Context: an optimization exercise on an open-source flow, tuned for small area, a short achievable clock period and few clock cycles per item. The choices shown serve that exercise and are no tape-out recipe. Where RTL was checked, it was by simulation tests only, not by an equivalence proof against the original. Power figures rest on the tool's default switching activity, not on a simulated workload.

trial 78:
## og_fadd
module og_fadd (
    input  wire        clk,
    input  wire        rst,         
    input  wire        in_valid,
    input  wire [63:0] a,
    input  wire [63:0] b,
    output reg         out_valid,
    output reg  [63:0] y,
    output reg         nf
);
    wire [10:0] ea_in = a[62:52];
    wire [10:0] eb_in = b[62:52];
    wire [5:0]  cab, cba;
    og_shamt u_shab (.e(ea_in), .f(eb_in), .sh(cab));
    og_shamt u_shba (.e(eb_in), .f(ea_in), .sh(cba));
    reg        v0;
    reg [63:0] a0, b0;
    reg        swap0;           
    reg [5:0]  shab0, shba0;    
    always @(posedge clk) begin
        if (rst) v0 <= 1'b0;
        else     v0 <= in_valid;
        a0    <= a;
        b0    <= b;
        swap0 <= (b[62:52] > a[62:52]);
        shab0 <= cab;
        shba0 <= cba;
    end
    wire [10:0] ea = a0[62:52];
    wire [10:0] eb = b0[62:52];
    wire        ha = |ea;
    wire        hb = |eb;
    wire [10:0] ea1 = {ea[10:1], ea[0] | ~ha};
    wire [10:0] eb1 = {eb[10:1], eb[0] | ~hb};
    wire        swap = swap0;
    wire [10:0] xl   = swap ? eb1 : ea1;
    wire [52:0] ml   = swap ? {hb, b0[51:0]} : {ha, a0[51:0]};
    wire [52:0] ms   = swap ? {ha, a0[51:0]} : {hb, b0[51:0]};
  ...
==> module og_fadd, before the edit <==
module og_fadd (
    input  wire        clk,
    input  wire        rst,         
    input  wire        in_valid,
    input  wire [63:0] a,
    input  wire [63:0] b,
    output reg         out_valid,
    output reg  [63:0] y,
    output reg         nf
);
    wire [10:0] ea_in = a[62:52];
    wire [10:0] eb_in = b[62:52];
    wire [5:0]  cab, cba;
    og_shamt u_shab (.e(ea_in), .f(eb_in), .sh(cab));
    og_shamt u_shba (.e(eb_in), .f(ea_in), .sh(cba));
    reg        v0;
    reg [63:0] a0, b0;
    reg        swap0;           
    reg [5:0]  shab0, shba0;    
    always @(posedge clk) begin
        if (rst) v0 <= 1'b0;
        else     v0 <= in_valid;
        a0    <= a;
        b0    <= b;
        swap0 <= (b[62:52] > a[62:52]);
        shab0 <= cab;
        shba0 <= cba;
    end
    wire [10:0] ea = a0[62:52];
    wire [10:0] eb = b0[62:52];
    wire        ha = |ea;
    wire        hb = |eb;
    wire [10:0] ea1 = {ea[10:1], ea[0] | ~ha};
    wire [10:0] eb1 = {eb[10:1], eb[0] | ~hb};
    wire        swap = swap0;
    wire [10:0] xl   = swap ? eb1 : ea1;
    wire [52:0] ml   = swap ? {hb, b0[51:0]} : {ha, a0[51:0]};
    wire [52:0] ms   = swap ? {ha, a0[51:0]} : {hb, b0[51:0]};
    wire        sub  = a0[63] ^ b0[63];
    wire [10:0] eam1 = ea - 11'd1;
    wire [10:0] ebm1 = eb - 11'd1;
    wire [5:0]  cam1 = eam1[5:0] | {6{|eam1[10:6]}};
    wire [5:0]  cbm1 = ebm1[5:0] | {6{|ebm1[10:6]}};
    wire [5:0]  shab = hb ? shab0 : (ha ? cam1 : 6'd0);
    wire [5:0]  shba = ha ? shba0 : (hb ? cbm1 : 6'd0);
    wire [5:0]  sh   = swap ? shba : shab;
    wire        ee  = (ea == eb);
    wire        sgt = ee & (b0[51:0] > a0[51:0]);    
    wire        rev = sub & sgt;
    wire        eq  = ee & (b0[51:0] == a0[51:0]);
    wire        sl  = (swap ? b0[63] : a0[63]) ^ rev;
    wire [55:0] x0 = {ms, 3'b000};
    wire [55:0] x1 = sh[5] ? {32'd0, x0[55:32]} : x0;
    wire        t1 = sh[5] & (|x0[31:0]);
    wire [55:0] x2 = sh[4] ? {16'd0, x1[55:16]} : x1;
    wire        t2 = t1 | (sh[4] & (|x1[15:0]));
    wire [55:0] x3 = sh[3] ? {8'd0, x2[55:8]} : x2;
    wire        t3 = t2 | (sh[3] & (|x2[7:0]));
    wire [55:0] x4 = sh[2] ? {4'd0, x3[55:4]} : x3;
    wire        t4 = t3 | (sh[2] & (|x3[3:0]));
    wire [55:0] x5 = sh[1] ? {2'd0, x4[55:2]} : x4;
    wire        t5 = t4 | (sh[1] & (|x4[1:0]));
    wire [55:0] x6 = sh[0] ? {1'd0, x5[55:1]} : x5;
    wire        t6 = t5 | (sh[0] & x5[0]);
    wire [55:0] al = {x6[55:1], x6[0] | t6};
    wire [56:0] s1;
    og_add_bk #(.W(57)) u_add (
        .a  ({1'b0, ml, 3'b000} ^ {57{rev}}),
        .b  ({1'b0, al} ^ {57{sub & ~rev}}),
        .ci (sub),
        .s  (s1)
    );
    wire sg1 = sl & ~(sub & eq);
    reg        v1;
    reg [56:0] s2;
    reg [10:0] xp2;             
    reg        sg2;
    always @(posedge clk) begin
        if (rst) v1 <= 1'b0;
        else     v1 <= v0;
        s2  <= s1;
        xp2 <= xl + 11'd1;
        sg2 <= sg1;
    end
    reg [56:0] stop;
    integer j;
    always @(*) begin
        for (j = 0; j < 57; j = j + 1)
            stop[j] = (xp2 == 11'd57 - j[10:0]);
    end
    wire [5:0] lz;
    og_lzc57 u_lzc (.x(s2 | stop), .z(lz));
    wire [56:0] n1 = lz[5] ? {s2[24:0], 32'd0} : s2;
    wire [56:0] n2 = lz[4] ? {n1[40:0], 16'd0} : n1;
    wire [56:0] n3 = lz[3] ? {n2[48:0], 8'd0}  : n2;
    wire [56:0] n4 = lz[2] ? {n3[52:0], 4'd0}  : n3;
    wire [56:0] n5 = lz[1] ? {n4[54:0], 2'd0}  : n4;
    wire [56:0] n6 = lz[0] ? {n5[55:0], 1'd0}  : n5;
    wire [55:0] n  = {n6[56:2], n6[1] | n6[0]};
    wire [10:0] ex = xp2 - {5'd0, lz};
    wire        inc = n[2] & (n[1] | n[0] | n[3]);
    wire [62:0] rounded;
    og_inc_bk #(.W(63)) u_inc (
        .a  ({ex & {11{n[55]}}, n[54:3]}),
        .ci (inc),
        .s  (rounded)
    );
    wire nf2 = (&rounded[62:52]) | (s2[56] & (xp2 == 11'd2047));
    always @(posedge clk) begin
        if (rst) out_valid <= 1'b0;
        else     out_valid <= v1;
        y  <= {sg2, rounded};
        nf <= nf2;
    end
endmodule
export LEC_CHECK = 0
export ABC_AREA = 1
export ABC_CLOCK_PERIOD_IN_PS = 12000
export CAP_MARGIN = 20
export CORE_MARGIN = 2
export CORE_UTILIZATION = 55
export CTS_CLUSTER_DIAMETER = 100
export CTS_CLUSTER_SIZE = 20
export SETUP_SLACK_MARGIN = 1.0
export SLEW_MARGIN = 20
export SYNTH_HIERARCHICAL = 1
create_clock -name core_clock -period 24.0 [get_ports {clk}]
standard.sh (not shown) runs the stock make flow with config.mk's settings and CLKGATE_MAP_FILE= SYNTH_SCRIPT=/design/flow/synth_recipe.tcl, a recipe that flattens the netlist after the stock synthesis.
==> flow/flow/run.sh <==
#!/bin/bash
# The standard ORFS flow (the standard.sh) with a few settings changed:
#  - timing repair aims for a larger setup margin (flow/margin.txt), so the
#    layout is optimised for a shorter achieved period;
#  - extra make settings from flow/extra.txt (one VAR=value per line).
# The clock, constraints and synthesis are the standard flow's own, unchanged.
set -euo pipefail
M=$(cat flow/margin.txt)
ARGS=()
if [[ -f flow/extra.txt ]]; then
  while IFS= read -r line; do [[ -n "$line" ]] && ARGS+=("$line"); done < flow/extra.txt
fi
# run standard.sh's make line with the changed margin and the extra settings
sed -E "s/SETUP_SLACK_MARGIN=[-0-9.]+/SETUP_SLACK_MARGIN=$M/" standard.sh > standard_mod.sh
bash standard_mod.sh "${ARGS[@]}" finish > flow_make.log 2>&1
==> flow/flow/extra.txt <==
BUFFER_PORTS_ARGS=-buffer_cell sky130_fd_sc_hd__buf_1
ADDER_MAP_FILE=
==> flow/flow/margin.txt <==
18
Testbench counts of trial 78, summed over its fixed seeds: cycles 12,024, items 12,000.
What trial 86 does differently from trial 78 at the input level:
--- a/flow/design.v
+++ b/flow/design.v
@@ -179,8 +179,15 @@
         end
     endgenerate
     assign s = a ^ pd[0][N-2:0];
 endmodule
+module og_gt11 (
+    input  wire [10:0] a,
+    input  wire [10:0] b,
+    output wire        gt
+);
+    assign gt = (b > a);
+endmodule
 module og_fadd (
     input  wire        clk,
     input  wire        rst,         
     input  wire        in_valid,
@@ -191,8 +198,10 @@
     output reg         nf
 );
     wire [10:0] ea_in = a[62:52];
     wire [10:0] eb_in = b[62:52];
+    wire        gt_in;
+    og_gt11 u_gt (.a(ea_in), .b(eb_in), .gt(gt_in));
     wire [5:0]  cab, cba;
     og_shamt u_shab (.e(ea_in), .f(eb_in), .sh(cab));
     og_shamt u_shba (.e(eb_in), .f(ea_in), .sh(cba));
     reg        v0;
@@ -203,9 +212,9 @@
         if (rst) v0 <= 1'b0;
         else     v0 <= in_valid;
         a0    <= a;
         b0    <= b;
-        swap0 <= (b[62:52] > a[62:52]);
+        swap0 <= gt_in;
         shab0 <= cab;
         shba0 <= cba;
     end
     wire [10:0] ea = a0[62:52];
Notes after the runs:
Trial 86 reached the final stage; the timing, DRC and antenna checks on its layout passed.
Last element of the critical path = y[51]: trial 86; last element of the critical path = y[54]: trial 78
For trial 78, the beginning of the critical path was y[54], unlike trial 86, where it was y[51].
Number of optimization iterations in the first detailed-route pass (higher): trial 86
Relative to trial 78, worst setup slack has gone down in trial 86.
The count of fill cells added during filler insertion reported for trial 86 is greater than that of trial 78 by 77.
In the flow results for trial 86 and trial 78, the sequential power is larger on trial 78.
Cmp trial 86 vs trial 78: fraction of area in non-clock buffers higher in trial 86
Diff trial 78 -> trial 86: pin count of the biggest net entering global routing went up by about 17%, placer's final routability congestion estimate went up by about 0.4%, clock period minus worst slack went up by 0.011 ns, total power was more or less identical, synthesized cell count went up by 0.61%.
The RTL of trial 86 was laid out without a check of its function.

* * *

the reference run:
The RTL this note starts from:
==> flow/design.v <==
module og_add_pfx #(parameter W = 57) (
    input  wire [W-1:0] a,
    input  wire [W-1:0] b,
    input  wire         ci,
    output wire [W-1:0] s
);
    localparam L = 6;    
    wire [W:0] g0 = {a & b, ci};
    wire [W:0] p0 = {a ^ b, 1'b0};
    wire [W:0] g [0:L];
    wire [W:0] p [0:L];
    assign g[0] = g0;
    assign p[0] = p0;
    genvar k, i;
    generate
        for (k = 0; k < L; k = k + 1) begin : lev
            for (i = 0; i <= W; i = i + 1) begin : bit_
                if (((i >> k) & 1) == 1) begin : comb
                    localparam integer J = ((i >> k) << k) - 1;
                    assign g[k+1][i] = g[k][i] | (p[k][i] & g[k][J]);
                    assign p[k+1][i] = p[k][i] & p[k][J];
                end else begin : pass
                    assign g[k+1][i] = g[k][i];
                    assign p[k+1][i] = p[k][i];
                end
            end
        end
    endgenerate
    assign s = p0[W:1] ^ g[L][W-1:0];
endmodule
module og_inc_pfx #(parameter W = 63) (
    input  wire [W-1:0] a,
    input  wire         ci,
    output wire [W-1:0] s
);
    localparam L = 6;    
    wire [W:0] p [0:L];
    assign p[0] = {a, ci};
    genvar k, i;
    generate
        for (k = 0; k < L; k = k + 1) begin : lev
            for (i = 0; i <= W; i = i + 1) begin : bit_
                if (((i >> k) & 1) == 1) begin : comb
                    localparam integer J = ((i >> k) << k) - 1;
                    assign p[k+1][i] = p[k][i] & p[k][J];
                end else begin : pass
                    assign p[k+1][i] = p[k][i];
                end
            end
        end
    endgenerate
    assign s = a ^ p[L][W-1:0];
endmodule
module og_lzc57 (
    input  wire [56:0] x,
    output wire [5:0]  z
);
    wire [63:0] v0 = {x, 7'h7F};
    wire [31:0] v1;  wire [31:0] c1;
    wire [15:0] v2;  wire [31:0] c2;
    wire [7:0]  v3;  wire [23:0] c3;
    wire [3:0]  v4;  wire [15:0] c4;
    wire [1:0]  v5;  wire [9:0]  c5;
    genvar i;
    generate
        for (i = 0; i < 32; i = i + 1) begin : l1
            assign v1[i] = v0[2*i+1] | v0[2*i];
            assign c1[i] = ~v0[2*i+1];
        end
        for (i = 0; i < 16; i = i + 1) begin : l2
            assign v2[i] = v1[2*i+1] | v1[2*i];
            assign c2[2*i+1:2*i] = v1[2*i+1] ? {1'b0, c1[2*i+1]} : {1'b1, c1[2*i]};
        end
        for (i = 0; i < 8; i = i + 1) begin : l3
            assign v3[i] = v2[2*i+1] | v2[2*i];
            assign c3[3*i+2:3*i] = v2[2*i+1] ? {1'b0, c2[4*i+3:4*i+2]} : {1'b1, c2[4*i+1:4*i]};
        end
        for (i = 0; i < 4; i = i + 1) begin : l4
            assign v4[i] = v3[2*i+1] | v3[2*i];
            assign c4[4*i+3:4*i] = v3[2*i+1] ? {1'b0, c3[6*i+5:6*i+3]} : {1'b1, c3[6*i+2:6*i]};
        end
        for (i = 0; i < 2; i = i + 1) begin : l5
            assign v5[i] = v4[2*i+1] | v4[2*i];
            assign c5[5*i+4:5*i] = v4[2*i+1] ? {1'b0, c4[8*i+7:8*i+4]} : {1'b1, c4[8*i+3:8*i]};
        end
    endgenerate
    assign z = v5[1] ? {1'b0, c5[9:5]} : {1'b1, c5[4:0]};
endmodule
module og_shamt (
    input  wire [10:0] e,
    input  wire [10:0] f,
    output wire [5:0]  sh
);
    wire [10:0] d;
    og_add_pfx #(.W(11)) u_sub (.a(e), .b(~f), .ci(1'b1), .s(d));
    assign sh = d[5:0] | {6{|d[10:6]}};
endmodule
module og_add_bk #(parameter W = 57) (
    input  wire [W-1:0] a,
    input  wire [W-1:0] b,
    input  wire         ci,
    output wire [W-1:0] s
);
    localparam L = 6;       
    localparam N = W + 1;   
    wire [N-1:0] g0 = {a & b, ci};
    wire [N-1:0] p0 = {a ^ b, 1'b0};
    wire [N-1:0] gu [0:L];
    wire [N-1:0] pu [0:L];
    assign gu[0] = g0;
    assign pu[0] = p0;
    genvar k, i;
    generate
        for (k = 0; k < L; k = k + 1) begin : up
            for (i = 0; i < N; i = i + 1) begin : bit_
                if (((i + 1) % (2 << k)) == 0 && i >= (1 << k)) begin : comb
                    assign gu[k+1][i] = gu[k][i] | (pu[k][i] & gu[k][i - (1 << k)]);
                    assign pu[k+1][i] = pu[k][i] & pu[k][i - (1 << k)];
                end else begin : pass
                    assign gu[k+1][i] = gu[k][i];
                    assign pu[k+1][i] = pu[k][i];
                end
            end
        end
    endgenerate
    wire [N-1:0] gd [0:L];
    assign gd[L] = gu[L];
    generate
        for (k = L - 1; k >= 0; k = k - 1) begin : dn
            for (i = 0; i < N; i = i + 1) begin : bit_
                if (((i + 1) % (2 << k)) == (1 << k) && i >= (2 << k)) begin : comb
                    assign gd[k][i] = gd[k+1][i] | (pu[k][i] & gd[k+1][i - (1 << k)]);
                end else begin : pass
                    assign gd[k][i] = gd[k+1][i];
                end
            end
        end
    endgenerate
    assign s = p0[N-1:1] ^ gd[0][N-2:0];
endmodule
module og_inc_bk #(parameter W = 63) (
    input  wire [W-1:0] a,
    input  wire         ci,
    output wire [W-1:0] s
);
    localparam L = 6;       
    localparam N = W + 1;   
    wire [N-1:0] pu [0:L];
    wire [N-1:0] pd [0:L];
    assign pu[0] = {a, ci};
    genvar k, i;
    generate
        for (k = 0; k < L; k = k + 1) begin : up
            for (i = 0; i < N; i = i + 1) begin : bit_
                if (((i + 1) % (2 << k)) == 0 && i >= (1 << k)) begin : comb
                    assign pu[k+1][i] = pu[k][i] & pu[k][i - (1 << k)];
                end else begin : pass
                    assign pu[k+1][i] = pu[k][i];
                end
            end
        end
    endgenerate
    assign pd[L] = pu[L];
    generate
        for (k = 0; k < L; k = k + 1) begin : dn
            for (i = 0; i < N; i = i + 1) begin : bit_
                if (((i + 1) % (2 << k)) == (1 << k) && i >= (2 << k)) begin : comb
                    assign pd[k][i] = pd[k+1][i] & pd[k+1][i - (1 << k)];
                end else begin : pass
                    assign pd[k][i] = pd[k+1][i];
                end
            end
        end
    endgenerate
    assign s = a ^ pd[0][N-2:0];
endmodule
module og_fadd (
    input  wire        clk,
    input  wire        rst,         
    input  wire        in_valid,
    input  wire [63:0] a,
    input  wire [63:0] b,
    output reg         out_valid,
    output reg  [63:0] y,
    output reg         nf
);
    wire [10:0] ea_in = a[62:52];
    wire [10:0] eb_in = b[62:52];
    wire [5:0]  cab, cba;
    og_shamt u_shab (.e(ea_in), .f(eb_in), .sh(cab));
    og_shamt u_shba (.e(eb_in), .f(ea_in), .sh(cba));
    reg        v0;
    reg [63:0] a0, b0;
    reg        swap0;           
    reg [5:0]  shab0, shba0;    
    always @(posedge clk) begin
        if (rst) v0 <= 1'b0;
        else     v0 <= in_valid;
        a0    <= a;
        b0    <= b;
        swap0 <= (b[62:52] > a[62:52]);
        shab0 <= cab;
        shba0 <= cba;
    end
    wire [10:0] ea = a0[62:52];
    wire [10:0] eb = b0[62:52];
    wire        ha = |ea;
    wire        hb = |eb;
    wire [10:0] ea1 = {ea[10:1], ea[0] | ~ha};
    wire [10:0] eb1 = {eb[10:1], eb[0] | ~hb};
    wire        swap = swap0;
    wire [10:0] xl   = swap ? eb1 : ea1;
    wire [52:0] ml   = swap ? {hb, b0[51:0]} : {ha, a0[51:0]};
    wire [52:0] ms   = swap ? {ha, a0[51:0]} : {hb, b0[51:0]};
    wire        sub  = a0[63] ^ b0[63];
    wire [10:0] eam1 = ea - 11'd1;
    wire [10:0] ebm1 = eb - 11'd1;
    wire [5:0]  cam1 = eam1[5:0] | {6{|eam1[10:6]}};
    wire [5:0]  cbm1 = ebm1[5:0] | {6{|ebm1[10:6]}};
    wire [5:0]  shab = hb ? shab0 : (ha ? cam1 : 6'd0);
    wire [5:0]  shba = ha ? shba0 : (hb ? cbm1 : 6'd0);
    wire [5:0]  sh   = swap ? shba : shab;
    wire        ee  = (ea == eb);
    wire        sgt = ee & (b0[51:0] > a0[51:0]);    
    wire        rev = sub & sgt;
    wire        eq  = ee & (b0[51:0] == a0[51:0]);
    wire        sl  = (swap ? b0[63] : a0[63]) ^ rev;
    wire [55:0] x0 = {ms, 3'b000};
    wire [55:0] x1 = sh[5] ? {32'd0, x0[55:32]} : x0;
    wire        t1 = sh[5] & (|x0[31:0]);
    wire [55:0] x2 = sh[4] ? {16'd0, x1[55:16]} : x1;
    wire        t2 = t1 | (sh[4] & (|x1[15:0]));
    wire [55:0] x3 = sh[3] ? {8'd0, x2[55:8]} : x2;
    wire        t3 = t2 | (sh[3] & (|x2[7:0]));
    wire [55:0] x4 = sh[2] ? {4'd0, x3[55:4]} : x3;
    wire        t4 = t3 | (sh[2] & (|x3[3:0]));
    wire [55:0] x5 = sh[1] ? {2'd0, x4[55:2]} : x4;
    wire        t5 = t4 | (sh[1] & (|x4[1:0]));
    wire [55:0] x6 = sh[0] ? {1'd0, x5[55:1]} : x5;
    wire        t6 = t5 | (sh[0] & x5[0]);
    wire [55:0] al = {x6[55:1], x6[0] | t6};
    wire [56:0] s1;
    og_add_bk #(.W(57)) u_add (
        .a  ({1'b0, ml, 3'b000} ^ {57{rev}}),
        .b  ({1'b0, al} ^ {57{sub & ~rev}}),
        .ci (sub),
        .s  (s1)
    );
    wire sg1 = sl & ~(sub & eq);
    reg        v1;
    reg [56:0] s2;
    reg [10:0] xp2;             
    reg        sg2;
    always @(posedge clk) begin
        if (rst) v1 <= 1'b0;
        else     v1 <= v0;
        s2  <= s1;
        xp2 <= xl + 11'd1;
        sg2 <= sg1;
    end
    reg [56:0] stop;
    integer j;
    always @(*) begin
        for (j = 0; j < 57; j = j + 1)
            stop[j] = (xp2 == 11'd57 - j[10:0]);
    end
    wire [5:0] lz;
    og_lzc57 u_lzc (.x(s2 | stop), .z(lz));
    wire [56:0] n1 = lz[5] ? {s2[24:0], 32'd0} : s2;
    wire [56:0] n2 = lz[4] ? {n1[40:0], 16'd0} : n1;
    wire [56:0] n3 = lz[3] ? {n2[48:0], 8'd0}  : n2;
    wire [56:0] n4 = lz[2] ? {n3[52:0], 4'd0}  : n3;
    wire [56:0] n5 = lz[1] ? {n4[54:0], 2'd0}  : n4;
    wire [56:0] n6 = lz[0] ? {n5[55:0], 1'd0}  : n5;
    wire [55:0] n  = {n6[56:2], n6[1] | n6[0]};
    wire [10:0] ex = xp2 - {5'd0, lz};
    wire        inc = n[2] & (n[1] | n[0] | n[3]);
    wire [62:0] rounded;
    og_inc_bk #(.W(63)) u_inc (
        .a  ({ex & {11{n[55]}}, n[54:3]}),
        .ci (inc),
        .s  (rounded)
    );
    wire nf2 = (&rounded[62:52]) | (s2[56] & (xp2 == 11'd2047));
    always @(posedge clk) begin
        if (rst) out_valid <= 1'b0;
        else     out_valid <= v1;
        y  <= {sg2, rounded};
        nf <= nf2;
    end
endmodule
export LEC_CHECK = 0
export ABC_AREA = 1
export ABC_CLOCK_PERIOD_IN_PS = 12000
export CAP_MARGIN = 20
export CORE_MARGIN = 2
export CORE_UTILIZATION = 55
export SETUP_SLACK_MARGIN = 1.0
export SLEW_MARGIN = 20
export SYNTH_HIERARCHICAL = 1
create_clock -name core_clock -period 24.0 [get_ports {clk}]
==> flow/flow/extra.txt <==
BUFFER_PORTS_ARGS=-buffer_cell sky130_fd_sc_hd__buf_1
Scripts as last shown in full above: flow/flow/run.sh, flow/flow/margin.txt
Input-level comparison between the trial run and the reference run:
-- flow/design.v --
<<< the reference run, line 52
    assign s = a ^ p[L][W-1:0];
endmodule
module og_lzc57 (
    input  wire [56:0] x,
    output wire [5:0]  z
);
    wire [63:0] v0 = {x, 7'h7F};
    wire [31:0] v1;  wire [31:0] c1;
    wire [15:0] v2;  wire [31:0] c2;
>>> the trial run, line 52
    assign s = a ^ p[L][W-1:0];
endmodule
module og_lzc64 (
    input  wire [63:0] x,
    output wire [5:0]  z
);
    wire [63:0] v0 = x;
    wire [31:0] v1;  wire [31:0] c1;
    wire [15:0] v2;  wire [31:0] c2;
<<< the reference run, line 138
    endgenerate
    assign s = p0[N-1:1] ^ gd[0][N-2:0];
endmodule
module og_inc_bk #(parameter W = 63) (
    input  wire [W-1:0] a,
    input  wire         ci,
    output wire [W-1:0] s
);
    localparam L = 6;       
    localparam N = W + 1;   
    wire [N-1:0] pu [0:L];
    wire [N-1:0] pd [0:L];
    assign pu[0] = {a, ci};
    genvar k, i;
    generate
        for (k = 0; k < L; k = k + 1) begin : up
            for (i = 0; i < N; i = i + 1) begin : bit_
                if (((i + 1) % (2 << k)) == 0 && i >= (1 << k)) begin : comb
                    assign pu[k+1][i] = pu[k][i] & pu[k][i - (1 << k)];
                end else begin : pass
                    assign pu[k+1][i] = pu[k][i];
                end
            end
        end
    endgenerate
    assign pd[L] = pu[L];
    generate
        for (k = 0; k < L; k = k + 1) begin : dn
            for (i = 0; i < N; i = i + 1) begin : bit_
                if (((i + 1) % (2 << k)) == (1 << k) && i >= (2 << k)) begin : comb
                    assign pd[k][i] = pd[k+1][i] & pd[k+1][i - (1 << k)];
                end else begin : pass
                    assign pd[k][i] = pd[k+1][i];
                end
            end
        end
    endgenerate
    assign s = a ^ pd[0][N-2:0];
endmodule
module og_fadd (
>>> the trial run, line 138
    endgenerate
    assign s = p0[N-1:1] ^ gd[0][N-2:0];
endmodule
module og_fadd (
<<< the reference run, line 266
    end
    wire [5:0] lz;
    og_lzc57 u_lzc (.x(s2 | stop), .z(lz));
    wire [56:0] n1 = lz[5] ? {s2[24:0], 32'd0} : s2;
    wire [56:0] n2 = lz[4] ? {n1[40:0], 16'd0} : n1;
>>> the trial run, line 230
    end
    wire [5:0] lz;
    og_lzc64 u_lzc (.x({s2 | stop, 7'h7F}), .z(lz));
    wire [56:0] n1 = lz[5] ? {s2[24:0], 32'd0} : s2;
    wire [56:0] n2 = lz[4] ? {n1[40:0], 16'd0} : n1;
<<< the reference run, line 274
    wire [56:0] n6 = lz[0] ? {n5[55:0], 1'd0}  : n5;
    wire [55:0] n  = {n6[56:2], n6[1] | n6[0]};
    wire [10:0] ex = xp2 - {5'd0, lz};
    wire        inc = n[2] & (n[1] | n[0] | n[3]);
    wire [62:0] rounded;
    og_inc_bk #(.W(63)) u_inc (
        .a  ({ex & {11{n[55]}}, n[54:3]}),
        .ci (inc),
>>> the trial run, line 238
    wire [56:0] n6 = lz[0] ? {n5[55:0], 1'd0}  : n5;
    wire [55:0] n  = {n6[56:2], n6[1] | n6[0]};
    wire [10:0] ex;
    og_add_pfx #(.W(11)) u_ex (.a(xp2), .b({5'h1F, ~lz}), .ci(1'b1), .s(ex));
    wire        inc = n[2] & (n[1] | n[0] | n[3]);
    wire [62:0] rounded;
    og_inc_pfx #(.W(63)) u_inc (
        .a  ({ex & {11{n[55]}}, n[54:3]}),
        .ci (inc),
## What came out
Measured against each other, the reference run and the trial run differ in starting density of the core, the higher figure coming from the trial run. Between the reference run and the trial run, the flow reports maximum frequency increasing slightly. Summary of the comparison: height of the chip is higher in the trial run, relative to the reference run. Die: the trial run bigger than the reference run. Between the reference run and the trial run, the flow reports via count of the first global-routing pass decreasing by a few percent. Taking the reference run as the reference point, the part of the cycle the worst path needs of the trial run falls by 0.21 points.
No run of this note included a check of the RTL's function; only the layout flow was run.

[port drivers added, routing unchanged]
Ports are ideal in the flow. The routed layouts listed here were re-timed in OpenROAD. Step 1: set_driving_cell puts a clkbuf_16 on clk and a buf_2 on each other input, an assumption about the parent block. Step 2 adds t to the input delays and takes it off the output delays; t is the mean of the earliest and latest rising clock arrival at the registers after step 1. Input paths then give back, and output paths get back, about the clock's delay inside the block. a / b / c = no drivers / after step 1 / after step 2; a / b = the first two.
run | shift t [ns] | setup WS [ns] | worst hold slack (ns) | slew at the worst register clock pin (ns) | cell pins on the clock port's net
trial 78 | 0.595 | 18.174 / 18.113 / 17.633 | 0.340 / 0.340 / 0.340 | 0.09 / 0.09 | 1
trial 86 | 0.595 | 18.162 / 18.102 / 17.670 | 0.330 / 0.330 / 0.330 | 0.09 / 0.09 | 1
the reference run | 0.664 | 17.947 / 17.953 / 17.303 | 0.331 / 0.331 / 0.331 | 0.07 / 0.07 | 1
the trial run | 0.631 | 17.997 / 17.986 / 17.355 | 0.328 / 0.328 / 0.328 | 0.07 / 0.07 | 1
After both steps every run listed still meets setup and hold. For the reference run, which loses most, drivers alone change the setup slack by +0.006 ns; drivers and shift together by -0.644 ns.
